Background: an optimization exercise with open tools, aiming at small area. Do not read the settings as production practice. Function was not checked in any run shown here: the RTL went through the layout flow alone. Power and IR drop assume default switching activity.

$ cat flow/config.mk
export PLATFORM = sky130hd
export DESIGN_NAME = il_core
export DESIGN_NICKNAME = il_core
export VERILOG_FILES = /design/flow/design.v
export SDC_FILE = /design/flow/constraint.sdc
export NUM_CORES = 4
export LEC_CHECK = 0
export CAP_MARGIN = 20
export CORE_MARGIN = 2
export CORE_UTILIZATION = 40
export CTS_BUF_LIST = sky130_fd_sc_hd__clkbuf_8
export CTS_CLUSTER_DIAMETER = 100
export CTS_CLUSTER_SIZE = 16
export SLEW_MARGIN = 20
$ cat flow/constraint.sdc
create_clock -name core_clock -period 8.0 [get_ports {clk}]
set_input_delay 1.6000 -clock core_clock [delete_from_list [all_inputs] [get_ports {clk}]]
set_output_delay 1.6000 -clock core_clock [all_outputs]
set_load 0.01 [all_outputs]
$ cat flow/design.v
module il_core (
    input  wire        clk,
    input  wire        rst,
    input  wire        start,
    input  wire [15:0] prog_len,
    output wire        busy,
    output wire [15:0] acc,
    output wire [15:0] last_line,
    output wire [4:0]  esp,
    output wire [4:0]  csp,
    output wire        prog_valid,
    output wire [15:0] prog_addr,
    input  wire        prog_ready,
    input  wire [15:0] prog_word,
    input  wire [15:0] prog_opr,
    output wire        mem_valid,
    output wire        mem_we,
    output wire [1:0]  mem_region,
    output wire [4:0]  mem_slot,
    output wire [15:0] mem_wdata,
    input  wire        mem_ready,
    input  wire [15:0] mem_rdata
);
    localparam [3:0] S_IDLE  = 4'd0,
                     S_FETCH = 4'd1,
                     S_OPEN  = 4'd2,
                     S_EPOP  = 4'd3,
                     S_MRD   = 4'd4,
                     S_WPREP = 4'd5,
                     S_MWR   = 4'd6,
                     S_ALU1  = 4'd7,
                     S_ALU2  = 4'd8,
                     S_MD    = 4'd9,
                     S_JMP   = 4'd10,
                     S_CPUSH = 4'd11,
                     S_CPOP  = 4'd12,
                     S_EWAIT = 4'd13,
                     S_ERUN  = 4'd14,
                     S_MRDG  = 4'd15;
    localparam [3:0] C_LE = 4'd0, C_LT = 4'd1, C_STOR = 4'd2, C_LOAD = 4'd4,
                     C_AND = 4'd5, C_OR = 4'd6, C_XOR = 4'd7, C_ADD = 4'd8,
                     C_SUB = 4'd9, C_MUL = 4'd10, C_DIV = 4'd11, C_GT = 4'd12,
                     C_GE = 4'd13, C_EQ = 4'd14, C_NE = 4'd15;
    localparam EW = 21;    
    localparam CW = 16;    
    reg [3:0]  state;
    reg [15:0] line;
    reg [15:0] acc_r;
    reg [15:0] t1;         
    reg [15:0] t2;         
    reg        t2x;
    reg [4:0]  esp_r;      
    reg [15:0] er;         
    reg [3:0]  q;
    reg        ecar;
    reg        edn;
    reg [4:0]  csp_r;
    reg [4:0]  ph;         
    reg [3:0]  code;
    reg        neg;
    reg [EW*20-1:0] ering;
    reg [CW*20-1:0] cring;
    wire [EW-1:0] etap = ering[EW*20-1 -: EW];
    wire [CW-1:0] ctap = cring[CW*20-1 -: CW];
    wire [3:0]  e_code = etap[20:17];
    wire        e_neg  = etap[16];
    wire [15:0] e_acc  = etap[15:0];
    integer i;
    reg [15:0] line_inc;
    reg [16:0] li_c;
    always @(*) begin
        li_c[0] = 1'b1;
        for (i = 0; i < 16; i = i + 1) begin
            line_inc[i] = line[i] ^ li_c[i];
            li_c[i+1]   = line[i] & li_c[i];
        end
    end
    reg [16:0] lt_c;
    always @(*) begin
        lt_c[0] = 1'b0;
        for (i = 0; i < 16; i = i + 1)
            lt_c[i+1] = (!line[i] & prog_len[i]) | (!(line[i] ^ prog_len[i]) & lt_c[i]);
    end
    wire line_lt = lt_c[16];
    wire ed_zero = ~|er;
    wire ed_sat  = &er;
    wire e_b     = er[15];
    wire e_cin   = ecar | ((state == S_ERUN) && (q == 4'd0));
    assign q_inc = updn5({1'b0, q}, 1'b0);
    function [4:0] updn5;
        input [4:0] v;
        input       dn;
        reg   [5:0] t;
        integer k;
        begin
            t[0] = 1'b1;
            for (k = 0; k < 5; k = k + 1) begin
                updn5[k] = v[k] ^ t[k];
                t[k+1]   = t[k] & (v[k] ^ dn);
            end
        end
    endfunction
    wire [4:0] esp_nx = updn5(esp_r, state == S_FETCH);
    wire [4:0] csp_nx = updn5(csp_r, state == S_FETCH);
    wire [4:0] ph_inc = updn5(ph, 1'b0);
    wire [3:0] q_inc;
    wire       acc_nz = |acc_r;
    wire [7:0] op_raw = prog_word[7:0];
    wire       op_hi  = |op_raw[7:5];
    wire       op_ok  = !op_hi && !(op_raw[4] && (op_raw[3] || (op_raw[2] && op_raw[1])));   
    wire [7:0] op     = op_ok ? op_raw : 8'd0;
    wire       fi     = prog_word[8];
    wire       fn     = prog_word[9];
    wire       fc     = prog_word[10];
    wire       fg     = prog_word[11];
    wire       cond   = acc_nz ^ fn;
    wire       gate   = !fc || cond;
    wire       is_bin = (!op[4] && (op[3] || (op[2] && (op[1] || op[0])))) ||
                        (op[4] && !op[3] && !op[2] && !op[1]);    
    wire [3:0] op_code = (op == 8'd1) ? C_LOAD : op[3:0];
    wire       esp_full = (esp_r == 5'd20);
    wire       ph_e     = (ph == esp_r);
    wire       ph_c     = (ph == csp_r);
    wire [10:0] a_hi = t1[15:5];
    wire [4:0]  a_lo = t1[4:0];
    wire        lo_z     = (a_lo == 5'd0);
    wire        lo_gt26  = (a_lo[4] & a_lo[3] & (a_lo[2] | (a_lo[1] & a_lo[0])));    
    wire        lo_1_26  = !lo_z && !lo_gt26;
    wire        lo_ge17  = a_lo[4] & (|a_lo[3:0]);
    wire        lo_le10  = !a_lo[4] & !(a_lo[3] & (a_lo[2] | (a_lo[1] & a_lo[0])));   
    wire        r0  = (a_hi == 11'h000) && lo_1_26;
    wire        r3  = (a_hi == 11'h4E2) && lo_1_26;
    wire        r1  = ((a_hi == 11'h138) && lo_ge17) || ((a_hi == 11'h139) && lo_le10);
    wire        r2  = ((a_hi == 11'h3A9) && lo_ge17) || ((a_hi == 11'h3AA) && lo_le10);
    wire        dec_ok = r0 | r1 | r2 | r3;
    wire [1:0]  dec_rg = {r2 | r3, r1 | r3};
    reg  [4:0]  lo_m1;
    reg  [5:0]  lm_b;
    always @(*) begin
        lm_b[0] = 1'b1;
        for (i = 0; i < 5; i = i + 1) begin
            lo_m1[i]  = a_lo[i] ^ lm_b[i];
            lm_b[i+1] = lm_b[i] & !a_lo[i];
        end
    end
    wire [4:0]  dec_sl = {lo_m1[4] ^ (r1 | r2), lo_m1[3:0]};
    wire        dec_bit = !dec_rg[1];
    wire        c_mul   = (code == C_MUL);
    wire        c_add   = (code == C_ADD);
    wire        c_logic = (code == C_AND) || (code == C_OR) || (code == C_XOR);
    reg         md_mul, a_inv, y_inv;
    always @(posedge clk) begin
        md_mul <= c_mul;
        a_inv  <= !(c_add || c_mul || c_logic);
        y_inv  <= neg ^ !(c_add || c_mul || c_logic);
    end
    wire [15:0] ay16    = (t1 ^ {16{y_inv}}) & {16{!md_mul || acc_r[15]}};
    wire [16:0] ax      = {t2x, t2};
    wire [16:0] ay      = {a_inv, ay16};
    wire [16:0] ap      = ax ^ ay;
    wire [16:0] ag      = ax & ay;
    reg  [16:0] sum;
    reg  [17:0] ac;
    always @(*) begin
        ac[0] = a_inv;
        for (i = 0; i < 17; i = i + 1) begin
            sum[i]  = ap[i] ^ ac[i];
            ac[i+1] = ag[i] | (ap[i] & ac[i]);
        end
    end
    wire        ge      = ac[17];
    wire        eq      = &ap[15:0];    
    reg [15:0] alu_y;
    always @(*) begin
        case (code)
            C_AND, C_DIV: alu_y = ag[15:0];
            C_OR:   alu_y = ap[15:0] | ag[15:0];
            C_XOR:  alu_y = ap[15:0];
            C_ADD, C_SUB, C_MUL: alu_y = sum[15:0];
            C_GT:   alu_y = {15'd0, ge & !eq};
            C_GE:   alu_y = {15'd0, ge};
            C_EQ:   alu_y = {15'd0, eq};
            C_NE:   alu_y = {15'd0, !eq};
            C_LE:   alu_y = {15'd0, !ge | eq};
            C_LT:   alu_y = {15'd0, !ge};
            default: alu_y = t1;    
        endcase
        if (state == S_OPEN) alu_y = t1;
    end
    wire md_last = (md_mul && ph == 5'd15) || (!md_mul && ph == 5'd0 && eq);
    wire acc_e   = (state == S_EPOP) && ph_e && (e_code != C_LOAD);
    wire acc_sh  = (state == S_MD) && !md_last;
    wire acc_en  = ((state == S_OPEN) && !esp_full && ph_e) || acc_e ||
                   (state == S_ALU2) || (state == S_MD);
    always @(posedge clk) begin
        if (rst)
            acc_r <= 16'd0;
        else if (acc_en)
            acc_r <= acc_e ? e_acc : acc_sh ? {acc_r[14:0], ge} : alu_y;
    end
    wire [15:0] div_r = (ge | md_mul) ? sum[15:0] : t2;
    wire [15:0] wfn = dec_bit ? {15'd0, acc_nz ^ neg} : (acc_r ^ {16{neg}});
    wire        rd_load = (code == C_LOAD);
    wire        i_load  = rd_load & neg & dec_ok;
    wire [15:0] rdm     = !dec_ok ? 16'd0 : dec_bit ? {15'd0, mem_rdata[0]} : mem_rdata;
    wire [15:0] rdv     = rdm ^ {{15{i_load & !dec_bit}}, i_load};
    wire e_we = (state == S_OPEN) && !esp_full && ph_e;
    wire c_we = (state == S_CPUSH) && ph_c;
    always @(posedge clk) begin
        if (rst) begin
            er   <= 16'd0;
            ecar <= 1'b0;
            q    <= 4'd0;
        end else begin
            er   <= {er[14:0], e_b ^ e_cin};
            ecar <= e_cin & (e_b ^ edn) & (q != 4'd15);
            q    <= q_inc;
        end
    end
    always @(posedge clk) begin
        ering <= {ering[EW*19-1:0], e_we ? {code, neg, acc_r} : etap};
        cring <= {cring[CW*19-1:0], c_we ? line_inc : ctap};
    end
    always @(posedge clk) begin
        if (rst) begin
            state <= S_IDLE;
            esp_r <= 5'd0;
            csp_r <= 5'd0;
            ph    <= 5'd0;
        end else begin
            ph <= (ph == 5'd19) ? 5'd0 : ph_inc;
            case (state)
            S_IDLE: begin
                if (start) begin
                    line  <= 16'd0;
                    state <= S_FETCH;
                end
            end
            S_FETCH: begin
                if (!line_lt) begin
                    state <= S_IDLE;
                end else if (prog_ready) begin
                    t1   <= prog_opr;
                    code <= op_code;
                    neg  <= fn;
                    line <= line_inc;
                    case (op)
                    8'd1: begin    
                        line <= line;
                        if (fg)      state <= S_OPEN;
                        else if (fi) state <= S_ALU2;
                        else         state <= S_MRD;
                    end
                    8'd2: begin    
                        line <= line;
                        state <= fg ? S_OPEN : S_WPREP;
                    end
                    8'd3, 8'd4: begin    
                        if (cond) begin
                            line  <= line;
                            t2    <= {15'd0, op == 8'd3};
                            state <= S_MWR;
                        end
                    end
                    8'd18: begin   
                        if (gate) begin line <= line; state <= S_JMP; end
                    end
                    8'd19: begin   
                        if (gate && csp_r != 5'd20) begin line <= line; state <= S_CPUSH; end
                    end
                    8'd20: begin   
                        if (gate) begin
                            if (csp_r != 5'd0) begin
                                line  <= line;
                                csp_r <= csp_nx;
                                state <= S_CPOP;
                            end else begin
                                line <= 16'hFFFF;
                            end
                        end
                    end
                    8'd21: begin   
                        edn <= 1'b1;
                        if (!ed_zero) begin
                            line  <= line;
                            state <= S_EWAIT;
                        end else if (esp_r != 5'd0) begin
                            esp_r <= esp_nx;
                            line  <= line;
                            state <= S_EPOP;
                        end
                    end
                    default: begin
                        if (is_bin) begin
                            line <= line;
                            if (!fi) state <= fg ? S_MRDG : S_MRD;
                            else if (fg) state <= S_OPEN;
                            else state <= S_ALU1;
                        end
                    end
                    endcase
                end
            end
            S_OPEN: begin
                edn <= 1'b0;
                if (esp_full) begin
                    if (!ed_sat) begin
                        state <= S_EWAIT;
                    end else begin
                        line  <= line_inc;
                        state <= S_FETCH;
                    end
                end else if (ph_e) begin
                    esp_r <= esp_nx;
                    line  <= line_inc;
                    state <= S_FETCH;
                end
            end
            S_EPOP: begin
                if (ph_e) begin
                    code <= e_code;
                    neg  <= e_neg;
                    t1   <= acc_r;
                    if (e_code == C_LOAD) begin
                        state <= S_MRD;
                    end else if (e_code == C_STOR) begin
                        state <= S_WPREP;
                    end else begin
                        state <= S_ALU1;
                    end
                end
            end
            S_MRD, S_MRDG: begin
                if (!dec_ok || mem_ready) begin
                    t1 <= rdv;
                    if (rd_load) state <= S_ALU2;
                    else if (state == S_MRDG) state <= S_OPEN;
                    else state <= S_ALU1;
                end
            end
            S_WPREP: begin
                t2    <= wfn;
                state <= S_MWR;
            end
            S_MWR: begin
                if (!dec_ok || mem_ready) begin
                    line  <= line_inc;
                    state <= S_FETCH;
                end
            end
            S_ALU1: begin
                t2x <= 1'b0;
                if (code == C_MUL || code == C_DIV) begin
                    t2 <= 16'd0;
                    if (ph == 5'd19) state <= S_MD;
                end else begin
                    t2 <= acc_r;
                    state <= S_ALU2;
                end
            end
            S_ALU2: begin
                line  <= line_inc;
                state <= S_FETCH;
            end
            S_MD: begin
                t2x   <= div_r[15];
                t2    <= {div_r[14:0], acc_r[15] & !md_mul};
                if (md_last) begin
                    line  <= line_inc;
                    state <= S_FETCH;
                end else if (ph == 5'd16) begin
                    line  <= line_inc;
                    state <= S_FETCH;
                end
            end
            S_EWAIT: begin
                if (q == 4'd15) state <= S_ERUN;
            end
            S_ERUN: begin
                if (q == 4'd15) begin
                    line  <= line_inc;
                    state <= S_FETCH;
                end
            end
            S_JMP: begin
                line  <= t1;
                state <= S_FETCH;
            end
            S_CPUSH: begin
                if (ph_c) begin
                    csp_r <= csp_nx;
                    line  <= t1;
                    state <= S_FETCH;
                end
            end
            S_CPOP: begin
                if (ph_c) begin
                    line  <= ctap;
                    state <= S_FETCH;
                end
            end
            default: state <= S_IDLE;
            endcase
        end
    end
    assign busy       = (state != S_IDLE);
    assign acc        = acc_r;
    assign last_line  = line;
    assign esp        = esp_r;
    assign csp        = csp_r;
    assign prog_valid = (state == S_FETCH) && line_lt;
    assign prog_addr  = line;
    assign mem_valid  = ((state == S_MRD) || (state == S_MRDG) || (state == S_MWR)) && dec_ok;
    assign mem_we     = (state == S_MWR);
    assign mem_region = dec_rg;
    assign mem_slot   = dec_sl;
    assign mem_wdata  = t2;
endmodule
$ cat flow/run.sh
#!/bin/bash
# synth_recipe.tcl (not shown) runs the flow's synth.tcl, then flattens the netlist and writes it again
# the make line also repeats each setting of config.mk as NAME=value (left out here)
make -C /OpenROAD-flow-scripts/flow DESIGN_CONFIG=/design/flow/config.mk WORK_HOME=/design/flow/orfs CLKGATE_MAP_FILE= SYNTH_SCRIPT=/design/flow/synth_recipe.tcl finish
==> results.sh, run 1 <==
export IMPL_antenna_found_initial=0
export IMPL_clkTransAtPathRegs_ns=0.11
export IMPL_wl_per_cell_um=19.2
export IMPL_synth_top_family_by_area="compound AO/OA/AOI/OAI gates"
export IMPL_io_pin_count=154
export IMPL_r2r_cells=29
export IMPL_syn_nets=2080
export IMPL_die_w_um=254
export IMPL_synth_xor_area_share_pct=2.07
export IMPL_synth_area_um2=24900
export IMPL_area_delta_synth_final_pct=14.4
export IMPL_p_int_mw=6.42
export IMPL_drc=0
export IMPL_synthCells=1918
export IMPL_synth_warnings=1
export IMPL_rr_startpoint="t1[0]$_DFFE_PP_"
export IMPL_hold_class="reg2reg"
export IMPL_ys_seq_area_share_pct=70.8
export IMPL_multi_input_area_um2=6660
export IMPL_power_density_nw_per_um2=327
export IMPL_arrival_ns=8.40
export IMPL_floorplan_initialDensity_pct=40.5
export IMPL_worstSetupPathType="reg2reg"
export IMPL_drt_wl_total_mm=56.2
export IMPL_register_area_um2=17700
export IMPL_hpwl_mm=38.9
export IMPL_grtUsageTotal_pct=17.4
export IMPL_cts_buffer_depth=3
export IMPL_path_max_fanout=6
export IMPL_diodes=0
export IMPL_final_hold_violation_count=0
export IMPL_drv_cap=0
export IMPL_slew_violations=0
export IMPL_async_flop_share_pct=0
export IMPL_rsz0062_at_grt="true"
export IMPL_setup_tns_ns=-0.0105
export IMPL_drive_above_1_share_pct=11.3
export IMPL_min_path_cells=0
export IMPL_hp_start="cring[254]$_DFF_P_"
export IMPL_utilization_pct=46.3
export IMPL_startpoint="t1[0]$_DFFE_PP_"
export IMPL_htreeDepth=2
export IMPL_p_sw_mw=2.91
export IMPL_rows=91
export IMPL_status="finished with violations"
export IMPL_cts_buffers=60
export IMPL_dp_cells=2847
export IMPL_p_leak_nw=11.4
export IMPL_numClockSinks=854
export IMPL_ir_drop_uv=169
export IMPL_gp_congestion=0.843
export IMPL_crit_top_cell="fa_2"
export IMPL_r2r_slack_ns=-0.01
export IMPL_synth_compound_area_share_pct=8.54
export IMPL_finalSetupViolations=1
export IMPL_grt_pass1_vias=13976
export IMPL_cpMaxStageDelayCell="fa_2"
export IMPL_finClkSkew_ns=0.0289
export IMPL_timing_final_crit_share_pct=100
export IMPL_clkPwrFrac_pct=20.9
export IMPL_swShare_pct=31.2
export IMPL_crit_required_ns=8.39
export IMPL_setup_ws_ns=-0.0105
export IMPL_synth_mux_area_share_pct=2.42
export IMPL_first_pass_iters=5
export IMPL_synthSimpleGateAreaFrac_pct=7.81
export IMPL_syn_area_per_cell_um2=13.0
export IMPL_grt_pass1_wl_mm=84.4
export IMPL_die_area_um2=64300
export IMPL_failed_checks="negative setup slack"
export IMPL_synth_edff_count=55
export IMPL_via_per_inst=4.83
export IMPL_ys_seq_elements=854
export IMPL_fin_crit_ns=8.01
export IMPL_tightest_slew_ns=1.13
export IMPL_ant_nets=0
export IMPL_yosysUniqueCellTypes=97
export IMPL_cts_tree="built"
export IMPL_core_um2=61600
export IMPL_nFillCells=5487
export IMPL_power_frac_comb_pct=25.8
export IMPL_dr_total_vias=14142
export IMPL_final_nets=2239
export IMPL_cpPeakStageDelay_ns=0.43
export IMPL_synthAdderAreaFrac_pct=5.15
export IMPL_relSlewSlack_pct=24.2
export IMPL_min_to="cring[270]$_DFF_P_"
export IMPL_max_freq_ghz=0.125
export IMPL_clockRootBuffer="clkbuf_8"
export IMPL_cts_hold_buf=0
export IMPL_grt_max_degree=60
export IMPL_seqPwrFrac_pct=53.3
export IMPL_clk_latency_ns=0.69
export IMPL_first_iter_violations=1002
export IMPL_grt_overflow_total=0
export IMPL_stdcell_count=2930
export IMPL_numPortBuffers=149
export IMPL_synth_ff_type="dfxtp_1"
export IMPL_endpoint_kind="flip-flop"
export IMPL_r2r_end="t2[10]$_DFFE_PP_"
export IMPL_start_kind="flip-flop"
export IMPL_die_y_um=254
[repair_timing]
item,in CTS,in global routing
pin swaps,5,32
hold endpoints to repair,0,0
resized for setup,11,50
gates cloned,0,3
setup buffers,0,2
endpoints found under the setup margin,19,18
[cell families (layout without fill, tap and decap cells)]
| family | after synthesis | in the layout |
|---|---|---|
| DFF | 854 | 854 |
| and+or+nand+nor | 374 | 374 |
| AOI/OAI and AO/OA | 300 | 300 |
| buffers and inverters | 183 | 358 |
| adders and majority gates | 93 | 93 |
| xor gates and xnor gates | 59 | 59 |
| muxes | 55 | 55 |
[metal layers]
metal,part of all wire (%),global-route usage [%],wire (µm),vias up
li1,-,-,-,6811
met1,48,24.4,26900,6890
met2,44,26.7,24500,362
met3,6.3,4.09,3550,79
met4,2.2,5.12,1210,0
met5,0,0,0,-
[Yosys cell counts (16+ instances only)]
master	count	area, µm²
fa_1	16	320
dfxtp_1	799	16000
nor2b_1	25	156
nor2_1	78	293
o21ai_0	74	370
ha_1	77	963
mux2_2	39	439
inv_1	86	323
clkbuf_1	55	206
a21oi_1	61	305
nor4_1	18	113
a22oi_1	35	263
nand4_1	16	100
nand2_1	115	432
o221ai_1	25	219
edfxtp_1	55	1650
nor3_1	24	120
buf_4	17	128
xnor2_1	34	298
xor2_1	25	219
[sequential cells by signal, summed over array words and instances, names as in the netlist]
| signal | flops |
|---|---|
| csp_r | 5 |
| ering | 420 |
| acc_r | 16 |
| ecar | 1 |
| line | 16 |
| ph | 5 |
| t1 | 16 |
| t2x | 1 |
| code | 4 |
| t2 | 16 |
| neg | 1 |
| esp_r | 5 |
| cring | 320 |
| q | 4 |
| md_mul | 1 |
| edn | 1 |
| a_inv | 1 |
| er | 16 |
| y_inv | 1 |
| state | 4 |
[per-stage QoR]
step	hold WS [ns]	total power [mW]	setup slack, ns	instance area, µm²
finish	0.316	9.32	-0.0105	28500
floorplan	0.310	6.32	0.0222	24900
CTS	0.320	9.26	0.0211	28300
global placement	0.310	7.26	-0.429	27300
global route	0.320	9.83	-0.223	28500
detailed placement	0.312	7.28	-0.494	27300
[layout by cell type (no fill, tap or decap), drive strengths merged, types with 5 or more instances in the layout]
cell | synthesis | final
dfxtp | 799 | 799
clkdlybuf4s50 | 0 | 148
nand2 | 115 | 115
inv | 86 | 103
nor2 | 80 | 80
o21ai | 79 | 79
ha | 77 | 77
clkbuf | 55 | 64
a21oi | 62 | 62
edfxtp | 55 | 55
buf | 41 | 42
mux2 | 41 | 41
a22oi | 35 | 35
xnor2 | 34 | 34
nor3 | 26 | 26
xor2 | 25 | 25
nor2b | 25 | 25
o221ai | 25 | 25
nor4 | 19 | 19
nand4 | 16 | 16
fa | 16 | 16
nand3 | 16 | 16
nand2b | 15 | 15
mux2i | 14 | 14
and3 | 11 | 11
a2111oi | 11 | 11
o211ai | 9 | 9
or3 | 8 | 8
o211a | 7 | 7
o2111ai | 7 | 7
o22ai | 7 | 7
a211oi | 6 | 6
or2 | 6 | 6
o21a | 5 | 5
and2 | 5 | 5
nor4b | 5 | 5
a311oi | 5 | 5
[power by group through the flow]
| stage | Clock, mW | Sequential, mW | Combinational, mW |
|---|---|---|---|
| 2_1_floorplan | 0 | 4.95 | 1.37 |
| 5_1_grt | 2.18 | 5.01 | 2.64 |
| 4_1_cts | 2.03 | 4.97 | 2.25 |
| 6_report | 1.95 | 4.97 | 2.40 |
| 3_5_place_dp | 0 | 5.07 | 2.22 |
| 3_3_place_gp | 0 | 5.06 | 2.20 |
[worst max-delay path, delay by kind of cell (launching register included)]
kind	cells	cell delay, ns
buf+inv	6	0.42
fa+ha+maj	16	5.93
simple gates	3	0.37
flops	1	0.42
compound gates	3	0.38
xor+xnor	1	0.17
[how the worst max path moves through the flow]
stage / endpoint / slack, ns / depth (start not counted)
6_report: t2[10]$_DFFE_PP_ / -0.01 / 29
4_1_cts: t2[5]$_DFFE_PP_ / 0.02 / 29
5_1_grt: t2[12]$_DFFE_PP_ / -0.22 / 29
2_1_floorplan: t2[13]$_DFFE_PP_ / 0.02 / 30
3_3_place_gp: acc_r[15]$_SDFFE_PP0P_ / -0.43 / 27
3_5_place_dp: t2[6]$_DFFE_PP_ / -0.49 / 29
[area by class of cell]
type | instances | area share [%]
clock buffers | 61 | 2.95
multi-input cells | 881 | 23.4
flip-flops and latches | 854 | 61.9
repair buffers | 193 | 6.65
clock inverters | 17 | 0.312
well taps | 837 | 3.67
inverters | 87 | 1.15
==> inputs of run 2 (changes only) <==
--- a/flow/config.mk
+++ b/flow/config.mk
@@ -9,6 +9,6 @@
 export CORE_MARGIN = 2
 export CORE_UTILIZATION = 40
-export CTS_BUF_LIST = sky130_fd_sc_hd__clkbuf_8
+export CTS_BUF_LIST = sky130_fd_sc_hd__clkbuf_16
 export CTS_CLUSTER_DIAMETER = 100
-export CTS_CLUSTER_SIZE = 16
+export CTS_CLUSTER_SIZE = 30
 export SLEW_MARGIN = 20
==> run 2 against run 1 <==
Now clean on timing, DRC and antenna. Area after synthesis stayed put. Routed wire length is 1.6% lower. Fmax is 2.9% higher. Critical path type unchanged. Utilization hardly changed. Clock skew is 0.0074 ns higher.
==> results.sh, run 2 <==
export IMPL_cpPeakStageDelay_ns=0.43
export IMPL_slew_violations=0
export IMPL_grtUsageTotal_pct=17.2
export IMPL_antenna_found_initial=0
export IMPL_register_area_um2=17700
export IMPL_multi_input_area_um2=6580
export IMPL_dpl_cell_area_um2=27300
export IMPL_floorplan_initialDensity_pct=40.5
export IMPL_rows=91
export IMPL_grt_overflow_total=0
export IMPL_synth_area_um2=24900
export IMPL_io_pin_count=154
export IMPL_dr_total_vias=13914
export IMPL_arrival_ns=8.07
export IMPL_wl_met2_mm=24.1
export IMPL_cts_hold_buf=0
export IMPL_finalSetupViolations=0
export IMPL_status="timing/DRC/antenna clean"
export IMPL_area_delta_synth_final_pct=14.5
export IMPL_final_cell_mix="dfxtp_1 (798), clkdlybuf4s50_1 (148), nand2_1 (114)"
export IMPL_synth_most_common_cell="dfxtp_1"
export IMPL_ir_drop_uv=188
export IMPL_power_density_nw_per_um2=330
export IMPL_numClockSinks=854
export IMPL_p_leak_nw=11.4
export IMPL_met1_length_mm=26.7
export IMPL_drv_cap=0
export IMPL_relSlewSlack_pct=25.7
export IMPL_timing_final_crit_share_pct=97.3
export IMPL_die_area_um2=64300
export IMPL_synth_top_area_share_pct=64.2
export IMPL_grt_pass1_vias=13700
export IMPL_top_register="ering"
export IMPL_fin_crit_ns=7.78
export IMPL_final_hold_violation_count=0
export IMPL_via_per_inst=4.79
export IMPL_endpoint_kind="flip-flop"
export IMPL_die_y_um=254
export IMPL_synth_ff_type="dfxtp_1"
export IMPL_worstSetupPathType="reg2reg"
export IMPL_grt_pass1_wl_mm=83.3
export IMPL_final_common_cell="dfxtp_1"
export IMPL_diodes=0
export IMPL_grt_max_degree=60
export IMPL_numPortBuffers=149
export IMPL_routed_top_layer="met4"
export IMPL_dp_slack_ns=-0.494
export IMPL_clkTransAtPathRegs_ns=0.11
export IMPL_setup_tns_ns=0
export IMPL_synthCells=1918
export IMPL_clk_latency_ns=0.60
export IMPL_largest_register_ffs=420
export IMPL_gp_congestion=0.843
export IMPL_drc=0
export IMPL_nFillCells=5466
export IMPL_wl_met3_mm=3.24
export IMPL_synth_warnings=1
export IMPL_hpwl_mm=38.9
export IMPL_cts_buffers=36
export IMPL_cpMaxStageDelayCell="fa_2"
export IMPL_syn_area_per_cell_um2=13.0
export IMPL_synth_top_cell_by_area="dfxtp_1"
export IMPL_synth_edff_count=55
export IMPL_syn_nets=2080
export IMPL_whs_ns=0.303
export IMPL_crit_required_ns=8.29
export IMPL_final_area_um2=28500
export IMPL_setup_ws_ns=0.218
export IMPL_yosysUniqueCellTypes=97
export IMPL_core_um2=61600
export IMPL_drt_wl_total_mm=55.3
export IMPL_rsz0062_at_grt="true"
export IMPL_drive_above_1_share_pct=9.39
export IMPL_ys_seq_elements=854
export IMPL_first_pass_iters=7
export IMPL_finClkSkew_ns=0.0363
export IMPL_cts_buffer_depth=3
export IMPL_die_w_um=254
export IMPL_crit_top_cell="fa_2"
export IMPL_hold_class="reg2reg"
export IMPL_ys_seq_area_share_pct=70.8
export IMPL_path_max_fanout=11
export IMPL_htreeDepth=2
export IMPL_wl_per_cell_um=19.1
export IMPL_clockRootBuffer="clkbuf_16"
export IMPL_tightest_slew_ns=1.11
export IMPL_start_kind="flip-flop"
export IMPL_ant_nets=0
export IMPL_first_iter_violations=884
export IMPL_async_flop_share_pct=0
export IMPL_max_freq_ghz=0.128
export IMPL_synth_commonest_cells="dfxtp_1 (799), nand2_1 (115), inv_1 (86)"
export IMPL_reg_top3="ering (420), cring (320)"
export IMPL_ys_top_cells_by_area="dfxtp_1 (64%), edfxtp_1 (6.6%), ha_1 (3.9%)"
export IMPL_cts_tree="built"
export IMPL_final_nets=2213
## run 2: cell counts after synthesis
No cell type changed its count.
## run 2: per-stage QoR
step / total power [mW] / instances / util (%)
final: 9.41 / 2903 / 46.3
after global routing: 9.90 / 2903 / 46.3
after CTS: 9.46 / 2900 / 46.2
after detailed placement: 7.28 / 2847 / 44.4
after global placement: 7.26 / 2847 / 44.4
after floorplan: 6.32 / 1918 / -
## run 2: cells by family (layout without fill, tap and decap cells)
kind of cell               Yosys count  in the layout  share of synthesized area, %
DFF                                854            854                          70.8
and+or+nand+nor                    374            374                          7.81
AOI/OAI and AO/OA                  300            300                          8.54
buffers and inverters              183            331                          3.18
adders and majority gates           93             93                          5.15
xor gates and xnor gates            59             59                          2.07
muxes                               55             55                          2.42
## run 2: path summary, 6_finish.rpt
| path | from | end | slack, ns | depth (start not counted) |
|---|---|---|---|---|
| setup / recovery | t1[0]$_DFFE_PP_ | t2[10]$_DFFE_PP_ | 0.22 | 29 |
| hold / removal | cring[142]$_DFF_P_ | cring[158]$_DFF_P_ | 0.30 | 0 |
| setup reg to reg | t1[0]$_DFFE_PP_ | t2[10]$_DFFE_PP_ | 0.22 | 29 |
| hold reg to reg | cring[142]$_DFF_P_ | cring[158]$_DFF_P_ | 0.30 | 0 |
## run 2: report_power, final
| group | internal (mW) | switching [mW] |
|---|---|---|
| clock | 0.894 | 1.27 |
| combinational | 0.982 | 1.30 |
| sequential | 4.67 | 0.300 |
## run 2: routing by layer
metal  global-route usage [%]  up-vias
li1                         -     6770
met4                     4.56        0
met1                     24.3     6754
met2                     26.6      314
met3                     3.57       76
met5                        0        -
## run 2: layout make-up
cell class,count,area share [%]
sequential,854,61.9
multi-input combinational,881,23.1
timing repair buffer,191,6.42
tap,837,3.67
clock buffer,38,3.33
inverter,87,1.14
clock inverter,15,0.482
## run 2: worst max-delay path, delay by kind of cell, from the launching register on
family                     cells  cell delay [ns]
and+or+nand+nor                3             0.30
AOI/OAI and AO/OA              3             0.39
buffers and inverters          6             0.41
xor gates and xnor gates       1             0.17
adders and majority gates     16             5.81
DFF                            1             0.41
## run 2: repair_timing
item / 4_1_cts / 5_1_grt
pin swaps: 5 / 13
gates resized for setup: 10 / 18
endpoints found under the setup margin: 19 / 18
setup buffers: 0 / 3

[re-timing with driven ports]
In the flow no input, the clock included, has a driving cell. The finished layouts below were timed again as built, in two steps. Step 1 (the two cells are an assumption about what drives the block):
set clk [get_ports {clk}]
set_driving_cell -lib_cell sky130_fd_sc_hd__clkbuf_16 $clk
set_driving_cell -lib_cell sky130_fd_sc_hd__buf_2 [delete_from_list [all_inputs] $clk]
Step 2 times the ports against the registers' clock, not the clock port: input delays grow and output delays shrink by t, the midpoint of the rising clock arrivals with the driver on. Three values: no drivers, after step 1, after step 2; two values: the first two.
run | t (ns) | setup WS [ns] | hold slack, ns
run 1 | 0.728 | -0.010 / -0.010 / -0.010 | 0.316 / 0.316 / 0.316
run 2 | 0.627 | 0.218 / 0.218 / 0.218 | 0.303 / 0.303 / 0.303
